Background: an optimization exercise with open tools, aiming at small area. Do not read the settings as production practice. Power and IR drop assume default switching activity. No driver is modelled on the clock port, so clocking that relies on it looks cheaper here than on a real chip.

Setup of before:
## image_thresholder
module image_thresholder (
    input  wire        clk,
    input  wire        rst,           
    input  wire        cmd_valid,
    output wire        cmd_ready,
    input  wire [31:0] cmd_data,
    input  wire [7:0]  rd_idx,
    output reg  [31:0] rd_data,
    output wire        out_valid,
    input  wire        out_ready,
    output reg  [7:0]  out_data,
    output wire        out_last
);
export LEC_CHECK = 0
export CAP_MARGIN = 20
export CORE_MARGIN = 2
export CORE_UTILIZATION = 40
export SLEW_MARGIN = 20
create_clock -name core_clock -period 12.0 [get_ports {clk}]
standard.sh (not shown) runs the stock make flow with config.mk's settings and CLKGATE_MAP_FILE= SYNTH_SCRIPT=/design/flow/synth_recipe.tcl, a recipe that flattens the netlist after the stock synthesis.
==> flow/flow/run.sh <==
#!/bin/bash
# Layout flow: the standard ORFS flow (standard.sh) with these changes:
#  - synthesis: the standard flow's own synthesis script, except that ABC maps the
#    combinational logic with an area-oriented script (flow/abc_deep.script)
#    and adders are left to ABC instead of being mapped to fa/ha cells first.
#    Registers are mapped before ABC, so they are the standard synthesis's.
#  - CTS clusters up to 30 flip-flops per leaf buffer and inserts no dummy
#    loads;
#  - ports are buffered with the smallest buffer (buf_1).
# The full output of the flow goes to flow_standard.log in the work folder.
set -euo pipefail
cd "$(dirname "$0")/.."
WORK=$PWD
export FLOW_ABC_SCRIPT=$WORK/flow/abc_deep.script
export FLOW_SYNTH_TCL=$WORK/synth_recipe.tcl
export CTS_ARGS="-sink_clustering_enable -repair_clock_nets -sink_clustering_size 30 -sink_clustering_max_diameter 100 -dont_use_dummy_load"
export BUFFER_PORTS_ARGS="-buffer_cell sky130_fd_sc_hd__buf_1"
bash standard.sh SYNTH_SCRIPT=$WORK/flow/synth_area.tcl ADDER_MAP_FILE= finish > flow_standard.log 2>&1
==> flow/flow/abc_deep.script <==
strash
&get -n
&deepsyn -T 60
&dch -f
&nf -R 1000
&put
topo
dnsize
==> flow/flow/synth_area.tcl <==
# The standard flow's synthesis script (synth_recipe.tcl, in the work folder) with one change:
# the combinational logic is mapped by ABC with an area-oriented script
# (abc_deep.script beside this file) instead of ORFS's default one. Registers
# are mapped before ABC runs, so they are the standard synthesis's.
set ::area_abc_script $::env(FLOW_ABC_SCRIPT)
proc abc {args} {
  set i [lsearch -exact $args -script]
  if {$i >= 0} { set args [lreplace $args $i [expr {$i + 1}] -script $::area_abc_script] }
  yosys abc {*}$args
}
source $::env(FLOW_SYNTH_TCL)
The following lists how after was set up differently from before:
--- a/flow/design.v
+++ b/flow/design.v
@@ -64,23 +64,22 @@
     reg [10:0] lpos;            
     reg [10:0] a;               
     reg [7:0]  ob;              
     reg [7:0]  e;               
     reg [2:0]  ph;              
     reg        ov;              
     reg        lf;              
     reg        pend;            
     reg        pad;             
     reg        npend;           
     reg        sbusy;           
-    reg        tbusy;           
     wire [7:0]  op    = cmd_data[31:24];
     wire [23:0] imm   = cmd_data[23:0];
     reg op_known;
     reg op_resv_bits;
     always @(*) begin
         op_known     = 1'b1;
         op_resv_bits = 1'b0;
         case (op)
             OP_NOP, OP_NCLR, OP_START, OP_FINISH, OP_ABORT: op_resv_bits = (imm != 24'd0);
             OP_SETF:                                        op_resv_bits = (imm[23:2] != 22'd0);
             OP_NBYTE:                                       op_resv_bits = (imm[23:8] != 16'd0);
@@ -91,51 +90,49 @@
     wire st_cfg = (state == S_IDLE) || (state == S_DONE) || (state == S_ERROR);
     reg op_legal;
     always @(*) begin
         case (op)
             OP_NOP, OP_THRESH, OP_ABORT:                            op_legal = 1'b1;
             OP_SETW, OP_SETH, OP_SETF, OP_NCLR, OP_NBYTE, OP_START: op_legal = st_cfg;
             OP_PIXEL, OP_FINISH:                                    op_legal = (state == S_LOAD);
             default:                                                op_legal = 1'b0;
         endcase
     end
     wire [9:0] pix_sum   = {2'b00, imm[23:16]} + {2'b00, imm[15:8]} + {2'b00, imm[7:0]};
+    wire [9:0] pix_gray  = pix_sum / 10'd3;
     wire       pix_light = (pix_sum >= 10'd381);
     wire        w_zero = (width == 24'd0);
     wire        h_zero = (height == 24'd0);
     wire        w_big  = (width > 24'd2048);
     wire        h_big  = (height > 24'd256);
     wire [8:0]  rs_c   = width[11:3] + {8'd0, |width[2:0]};
     reg         hbit;
     always @(*) begin
         case (e[3:0])
             4'd0:    hbit = height[8];
             4'd1:    hbit = height[7];
             4'd2:    hbit = height[6];
             4'd3:    hbit = height[5];
             4'd4:    hbit = height[4];
             4'd5:    hbit = height[3];
             4'd6:    hbit = height[2];
             4'd7:    hbit = height[1];
             default: hbit = height[0];
         endcase
     end
     wire [9:0]  acc_n  = {a[8:0], 1'b0} + (hbit ? {1'b0, rs_c} : 10'd0);
     wire        acc_ov = (acc_n > 10'd256);
-    wire [2:0]  t_x    = {ob[1:0], thresh_result[7]};
-    wire        t_q    = ob[1] | (ob[0] & thresh_result[7]);
-    wire [1:0]  t_rem  = t_q ? (t_x[1:0] - 2'd3) : t_x[1:0];
     wire [11:0] x_inc  = {1'b0, cur_x} + 12'd1;
     wire        x_last = (x_inc == width[11:0]);
     wire        y_full = (cur_y == height[8:0]);    
-    assign cmd_ready = !(pend || npend || sbusy || tbusy) && (state != S_EMIT);
+    assign cmd_ready = !(pend || npend || sbusy) && (state != S_EMIT);
     wire   cmd_fire  = cmd_valid && cmd_ready;
     wire        at_tap  = (lpos == a);
     wire [8:0]  e_inc   = {1'b0, e} + 9'd1;
     wire [10:0] a_inc   = a + 11'd1;
     wire        wr_bit  = pend && at_tap;
     wire        nm_slot = (lpos[3:0] == name_len[3:0]);
     wire        wr_name = npend && nm_slot;
     always @(posedge clk) begin
         ring  <= {ring[2046:0], wr_bit ? ob[0] : ring[2047]};
         nring <= {nring[119:0], wr_name ? ob : nring[127:120]};
     end
@@ -206,30 +203,22 @@
             flag_lb       <= 1'b0;
             name_len      <= 5'd0;
             row_stride    <= 9'd0;
             byte_length   <= 9'd0;
             cur_x         <= 11'd0;
             cur_y         <= 9'd0;
             thresh_result <= 9'd0;
             out_count     <= 10'd0;
             pend          <= 1'b0;
             npend         <= 1'b0;
             sbusy         <= 1'b0;
-            tbusy         <= 1'b0;
-            a             <= 11'd0;
-            e             <= 8'd0;
-            ob            <= 8'd0;
-            ph            <= P_MARK;
-            ov            <= 1'b0;
-            lf            <= 1'b0;
-            pad           <= 1'b0;
         end else begin
             if (wr_bit) begin
                 a <= a_inc;
                 if (pad && (a_inc[2:0] != 3'd0))
                     ob[0] <= 1'b0;
                 else
                     pend <= 1'b0;
             end
             if (wr_name)
                 npend <= 1'b0;
             if (sbusy) begin
@@ -243,31 +232,22 @@
                     sbusy       <= 1'b0;
                     state       <= S_LOAD;
                     err         <= 4'd0;
                     row_stride  <= rs_c;
                     byte_length <= acc_n[8:0];
                     cur_x       <= 11'd0;
                     cur_y       <= 9'd0;
                     out_count   <= 10'd0;
                     a           <= 11'd0;
                 end
             end
-            if (tbusy) begin
-                thresh_result[7:0] <= {thresh_result[6:0], t_q};
-                ob[1:0]            <= t_rem;
-                e                  <= e_inc[7:0];
-                if (e[2:0] == 3'd7) begin
-                    tbusy            <= 1'b0;
-                    thresh_result[8] <= thresh_result[6] | ((&thresh_result[5:0]) & t_q);
-                end
-            end
             if (state == S_EMIT) begin
                 if (ov) begin
                     if (out_ready) begin
                         out_count <= out_count + 10'd1;
                         case (ph)
                             P_MARK: begin
                                 if (e[1]) begin
                                     if (name_len == 5'd0) begin
                                         ph <= P_C1;
                                     end else begin
                                         ph <= P_NAME;
@@ -380,28 +360,23 @@
                                 pend  <= 1'b1;
                                 pad   <= x_last;
                                 ob[0] <= pix_light ^ flag_inv;
                                 if (x_last) begin
                                     cur_x <= 11'd0;
                                     cur_y <= cur_y + 9'd1;
                                 end else begin
                                     cur_x <= x_inc[10:0];
                                 end
                             end
                         end
-                        OP_THRESH: begin
-                            thresh_result[7:0] <= pix_sum[7:0];
-                            ob[1:0]            <= pix_sum[9:8];
-                            e                  <= 8'd0;
-                            tbusy              <= 1'b1;
-                        end
+                        OP_THRESH: thresh_result <= {pix_light, pix_gray[7:0]};
                         OP_FINISH: begin
                             if (!y_full) begin
                                 state <= S_ERROR;
                                 err   <= ERR_UNDERRUN;
                             end else begin
                                 state     <= S_EMIT;
                                 out_count <= 10'd0;
                                 ph        <= P_MARK;
                                 e         <= 8'd0;
                                 ov        <= 1'b1;
                             end
Findings:
In the tables for after and before, die area reads lower with before.
Placement-stage cell area went up slightly going from before to after.
The mapped cell area of after was inferior to that of before.
All of after and before finish clean.
after and before ended up with nearly the same via count of the first global-routing pass.
In the tables for after and before, portion of total power attributed to sequential cells reads lower with after.
Any difference in final-layout clock-cell area share between before and after is small enough to ignore.
Max shortest clock period the worst path allows after layout across after and before: after
Sequential group power: after vs before up about 0.5%
Comparing after and before, critical path depth is higher on before.
Between after and before, it is after whose met3 routed wirelength is lower, by about 9%.
Looking only at relative contribution of combinational cells to total power, and setting everything else aside, the higher value of after and before goes to after.
Going from before to after, synthesized cell count grew by 33, maximum frequency shrank by about 1.2%.
No functional check of the RTL was part of any run of this note.

==> re-timing with driven ports <==
In the flow no input, the clock included, has a driving cell. The finished layouts below were timed again as built, in two steps. Step 1: set_driving_cell puts a clkbuf_16 on clk and a buf_2 on each other input, an assumption about the parent block. Step 2 times the ports against the registers' clock, not the clock port: input delays grow and output delays shrink by t, the midpoint of the rising clock arrivals with the driver on. Three values: no drivers, after step 1, after step 2; two values: the first two.
run	shift t [ns]	setup WS [ns]	hold WS [ns]	clock arrival spread, ns	worst data-port slew with drivers (ns)
before	0.729	3.553 / 3.482 / 4.211	0.284 / 0.284 / 0.284	0.069 / 0.070	0.06
after	0.720	3.447 / 3.378 / 3.434	0.230 / 0.230 / 0.230	0.099 / 0.098	0.08
After both steps every run listed still meets setup and hold. The setup slack of after, which loses most, moves by -0.069 ns with the drivers and by -0.013 ns with both steps.
